This is an optimization exercise on Yosys and OpenROAD, whose aim is small area, a short achievable clock period and few clock cycles, not a production implementation.
At most, simulation tests tie the RTL to the original design; equivalence was not proved.
Power is estimated from default activity; no workload was simulated.

Design alpide_decoder, start of the top module:
module alpide_decoder (
    input  wire        clk,
    input  wire        rst,
    input  wire        in_valid,
    output wire        in_ready,
    input  wire [1:0]  in_kind,
    input  wire [7:0]  in_data,
    output wire        out_valid,
    input  wire        out_ready,
    output wire        out_is_result,
    output wire [3:0]  hit_chip,
    output wire [5:0]  hit_region,
    output wire [9:0]  hit_dcol,
    output wire [10:0] hit_addr,
    output wire [3:0]  hit_flag,
    output wire        hit_prev_stuck,
    output wire [9:0]  hit_row,
    output wire [10:0] hit_col,
    output wire [2:0]  res_code,
    output wire        res_corrupt,
    output wire [2:0]  res_cause,
    output wire [15:0] res_pc,
    output wire [7:0]  res_byte,
    output wire [1:0]  res_remain,
    output wire [3:0]  st_chip,
    output wire [5:0]  st_region,
    output wire [3:0]  st_flags,
    output wire        st_new_event,
    output wire [3:0]  st_word_kind
);
    localparam [3:0] CHIP_ID_NONE = 4'd15;
    localparam [5:0] REGION_NONE  = 6'd32;
    localparam [3:0] K_IDLE     = 4'd0;
    localparam [3:0] K_BUSYON   = 4'd1;
    localparam [3:0] K_BUSYOFF  = 4'd2;
    localparam [3:0] K_EMPTY    = 4'd3;
    localparam [3:0] K_CHIPHDR  = 4'd4;
    localparam [3:0] K_CHIPTRL  = 4'd5;
    localparam [3:0] K_REGION   = 4'd6;
    localparam [3:0] K_DSHORT   = 4'd7;
    localparam [3:0] K_DLONG    = 4'd8;
  ...
Size in the first run: roughly 570 cells after synthesis, ~130 I/O pins, roughly 0.0055 sq mm of cells after synthesis.
clock: 8.0 ns
lec_check: 0
cap_margin: 20
core_margin: 2
core_utilization: 40
cts_buf_list: sky130_fd_sc_hd__clkbuf_4 sky130_fd_sc_hd__clkbuf_8
cts_cluster_diameter: 100
cts_cluster_size: 40
slew_margin: 20
standard.sh (not shown) runs the stock make flow with config.mk's settings and CLKGATE_MAP_FILE= SYNTH_SCRIPT=/design/flow/synth_recipe.tcl, a recipe that flattens the netlist after the stock synthesis.
==> flow/flow/run.sh <==
#!/bin/bash
# Standard ORFS layout (the standard.sh, unchanged synthesis), except that
# the port buffers that global placement inserts use the small buf_1 cell and
# the timing repair aims at a tighter setup margin.
set -euo pipefail
MARGIN=$(cat flow/margin.txt)
bash standard.sh "BUFFER_PORTS_ARGS=-buffer_cell sky130_fd_sc_hd__buf_1" "SETUP_SLACK_MARGIN=$MARGIN" finish > standard.log 2>&1
==> flow/flow/margin.txt <==
4.8
Testbench counts at the start, summed over its fixed seeds: cycles 102,851.
Edit:
--- a/flow/design.v
+++ b/flow/design.v
@@ -99,23 +99,25 @@
     wire res_fire  = o_valid && o_res && out_ready;
     wire hit_fire  = o_valid && !o_res && out_ready;
     wire beat_byte = in_fire && (in_kind == 2'd0);
     wire beat_end  = in_fire && (in_kind == 2'd1);
     wire beat_clr  = in_fire && (in_kind == 2'd2);
     wire map_now   = beat_byte && (state == ST_B3);
     wire        map_busy = (e_map != 7'd0);
     wire [9:0]  b_addr   = {w_b0[1:0], w_b1};
     wire [3:0]  b_enc    = w_b0[5:2];
     wire        b_stuck  = last_valid && !s_new_event &&
                            ({s_region, b_enc} == {e_region, e_enc}) &&
-                           ({1'b0, b_addr} <= o_addr);
+                           b_le;
+    wire [10:0] b_diff   = {1'b0, o_addr[9:0]} - {1'b0, b_addr};
+    wire        b_le     = o_addr[10] | !b_diff[10];
     reg  [2:0]  x_idx;
     always @(*) begin
         casez (e_map)
             7'b??????1: x_idx = 3'd0;
             7'b?????10: x_idx = 3'd1;
             7'b????100: x_idx = 3'd2;
             7'b???1000: x_idx = 3'd3;
             7'b??10000: x_idx = 3'd4;
             7'b?100000: x_idx = 3'd5;
             default:    x_idx = 3'd6;
         endcase
Effect: Cell count rises by about 1.3%; fmax falls by about 2%; total power came out higher by about 8%; via count rises by about 1.4%; wire length came out higher by about 3%; worst setup slack loses 0.062 ns.
Function not checked in the second run of this note: the RTL went through the layout flow alone.

* * *

## Q
alpide_decoder, a different RTL version from the one above (not shown whole).
For scale: roughly 100 flip-flops, roughly 5600 um^2 of cells after synthesis.
clock: 8.0 ns
lec_check: 0
cap_margin: 20
core_margin: 2
core_utilization: 60
cts_buf_list: sky130_fd_sc_hd__clkbuf_4 sky130_fd_sc_hd__clkbuf_8
cts_cluster_diameter: 100
cts_cluster_size: 40
slew_margin: 20
==> flow/flow/margin.txt <==
5.0
Scripts as last shown in full above: flow/flow/run.sh
Testbench counts of Q, summed over its fixed seeds: cycles 102,851.
Inputs modified between Q and S:
-- flow/design.v --
<<< Q, line 48
    localparam [2:0] R_TRUNCATED  = 3'd5;
    localparam [2:0] ST_WORD  = 3'd0;   
    localparam [2:0] ST_B2    = 3'd1;   
    localparam [2:0] ST_B3    = 3'd2;   
    localparam [2:0] ST_SKIP  = 3'd3;   
    localparam [2:0] ST_DRAIN = 3'd4;   
    reg  [2:0]  state;
>>> S, line 48
    localparam [2:0] R_TRUNCATED  = 3'd5;
    localparam [2:0] ST_WORD  = 3'd0;   
    localparam [2:0] ST_SKIP  = 3'd1;   
    localparam [2:0] ST_B2    = 3'd2;   
    localparam [2:0] ST_B3    = 3'd3;   
    localparam [2:0] ST_DRAIN = 3'd4;   
    reg  [2:0]  state;
<<< Q, line 74
    reg  [3:0]  e_enc;
    reg  [10:0] o_addr;       
    reg  [2:0]  o_fl;         
    reg  [6:0]  e_map;        
    reg         last_valid;
>>> S, line 74
    reg  [3:0]  e_enc;
    reg  [10:0] o_addr;       
    reg         o_stuck;
    reg  [6:0]  e_map;        
    reg         last_valid;
<<< Q, line 140
    wire res_ready  = !pend && !map_busy && !emit_base && !emit_extra;
    wire emit_res   = out_free && res_ready && (res_wait || beat_end);
    wire [2:0]  b_fl = b_stuck ? 3'd5 : s_region[5] ? 3'd3 :
                       (s_chip == CHIP_ID_NONE) ? 3'd1 : 3'd0;
    wire [2:0]  x_fl = x_addr[10] ? 3'd4 : e_region[5] ? 3'd3 :
                       (e_chip == CHIP_ID_NONE) ? 3'd1 : 3'd0;
    reg  [2:0]  state_n;
    reg         pend_n;
>>> S, line 140
    wire res_ready  = !pend && !map_busy && !emit_base && !emit_extra;
    wire emit_res   = out_free && res_ready && (res_wait || beat_end);
    wire [3:0]  o_flag = o_stuck       ? 4'd5 :
                         o_addr[10]    ? 4'd4 :
                         e_region[5]   ? 4'd3 :
                         (e_chip == CHIP_ID_NONE) ? 4'd1 : 4'd0;
    reg  [2:0]  state_n;
    reg         pend_n;
<<< Q, line 233
                e_enc       <= b_enc;
                o_addr      <= {1'b0, b_addr};
                o_fl        <= b_fl;
                last_valid  <= 1'b1;
                s_new_event <= 1'b0;
>>> S, line 233
                e_enc       <= b_enc;
                o_addr      <= {1'b0, b_addr};
                o_stuck     <= b_stuck;
                last_valid  <= 1'b1;
                s_new_event <= 1'b0;
<<< Q, line 239
            if (emit_extra) begin
                o_addr  <= x_addr;
                o_fl    <= x_fl;
            end
            if (hit_fire && o_fl != 3'd0)
                corrupt <= 1'b1;
            if (res_fire) begin
>>> S, line 239
            if (emit_extra) begin
                o_addr  <= x_addr;
                o_stuck <= 1'b0;
            end
            if (hit_fire && o_flag != 4'd0)
                corrupt <= 1'b1;
            if (res_fire) begin
<<< Q, line 316
    assign hit_dcol       = {e_region, e_enc};
    assign hit_addr       = o_addr;
    assign hit_flag       = {1'b0, o_fl};
    assign hit_prev_stuck = o_fl[2] & o_fl[0];
    assign hit_row        = {o_addr[10:2], ~o_addr[0]};
    assign hit_col        = {e_region, e_enc, o_addr[1] ^ o_addr[0]};
>>> S, line 316
    assign hit_dcol       = {e_region, e_enc};
    assign hit_addr       = o_addr;
    assign hit_flag       = o_flag;
    assign hit_prev_stuck = o_stuck;
    assign hit_row        = {o_addr[10:2], ~o_addr[0]};
    assign hit_col        = {e_region, e_enc, o_addr[1] ^ o_addr[0]};
<<< Q, line 326
    assign res_pc         = pc;
    assign res_byte       = w_b0;
    assign res_remain     = state[1:0];
    assign st_chip        = s_chip;
    assign st_region      = s_region;
>>> S, line 326
    assign res_pc         = pc;
    assign res_byte       = w_b0;
    assign res_remain     = (state == ST_B3) ? 2'd2 : 2'd1;
    assign st_chip        = s_chip;
    assign st_region      = s_region;
Findings:
Comparing Q and S, count of placed standard cells in the final layout, fillers left out is higher on Q.
Delta (S minus Q): routed metal-1 wire length went down by 3.4%, via count of the first global-routing pass went down by 120, post-route cell area went down by about 0.7%, area overhead of the layout relative to synthesis went up by 1.7 points, worst hold slack went up by 0.0066 ns.
In the flow results for Q and S, the routed via count is smaller on S.
On smallest setup slack after layout: between Q and S, it ends up higher for Q.
S ended up with state[2]$_SDFFE_PP0P_ as its beginning of the critical path; Q ended up with in_kind[1].
Looking only at routed wire length, and setting everything else aside, the lower value of Q and S goes to S.
Sort Q and S by overall die area desc -> top: Q
Compared with Q, in S mean instance size in the synthesized netlist moved down; placeable core area saw a decrease; area of all sequential standard cells lost about 2%.
Testbench counts of S, summed over its fixed seeds: cycles 102,851.

[port drivers added, routing unchanged]
How much do the figures lean on ideal ports? The routed layouts below were timed once more, with nothing changed but the port constraints. Step 1 (the two cells are an assumption about what drives the block):
set clk [get_ports {clk}]
set_driving_cell -lib_cell sky130_fd_sc_hd__clkbuf_16 $clk
set_driving_cell -lib_cell sky130_fd_sc_hd__buf_2 [delete_from_list [all_inputs] $clk]
Step 2 also shifts input and output timing later by t, the mid clock arrival at the registers, as if the neighbouring blocks saw the same clock. Slacks: ideal / step 1 / step 2; pairs: ideal / step 1.
| run | shift t [ns] | setup WS [ns] | slew at the worst register clock pin (ns) |
|---|---|---|---|
| the first run of note 1 | 0.404 | 4.914 / 4.884 / 4.520 | 0.10 / 0.10 |
| the second run of note 1 | 0.401 | 4.852 / 4.870 / 4.469 | 0.10 / 0.10 |
| Q | 0.392 | 5.108 / 5.113 / 4.730 | 0.11 / 0.11 |
| S | 0.394 | 5.079 / 5.048 / 4.700 | 0.10 / 0.10 |
After both steps every run listed still meets setup and hold. For the first run of note 1, which loses most, drivers alone change the setup slack by -0.030 ns; drivers and shift together by -0.394 ns.
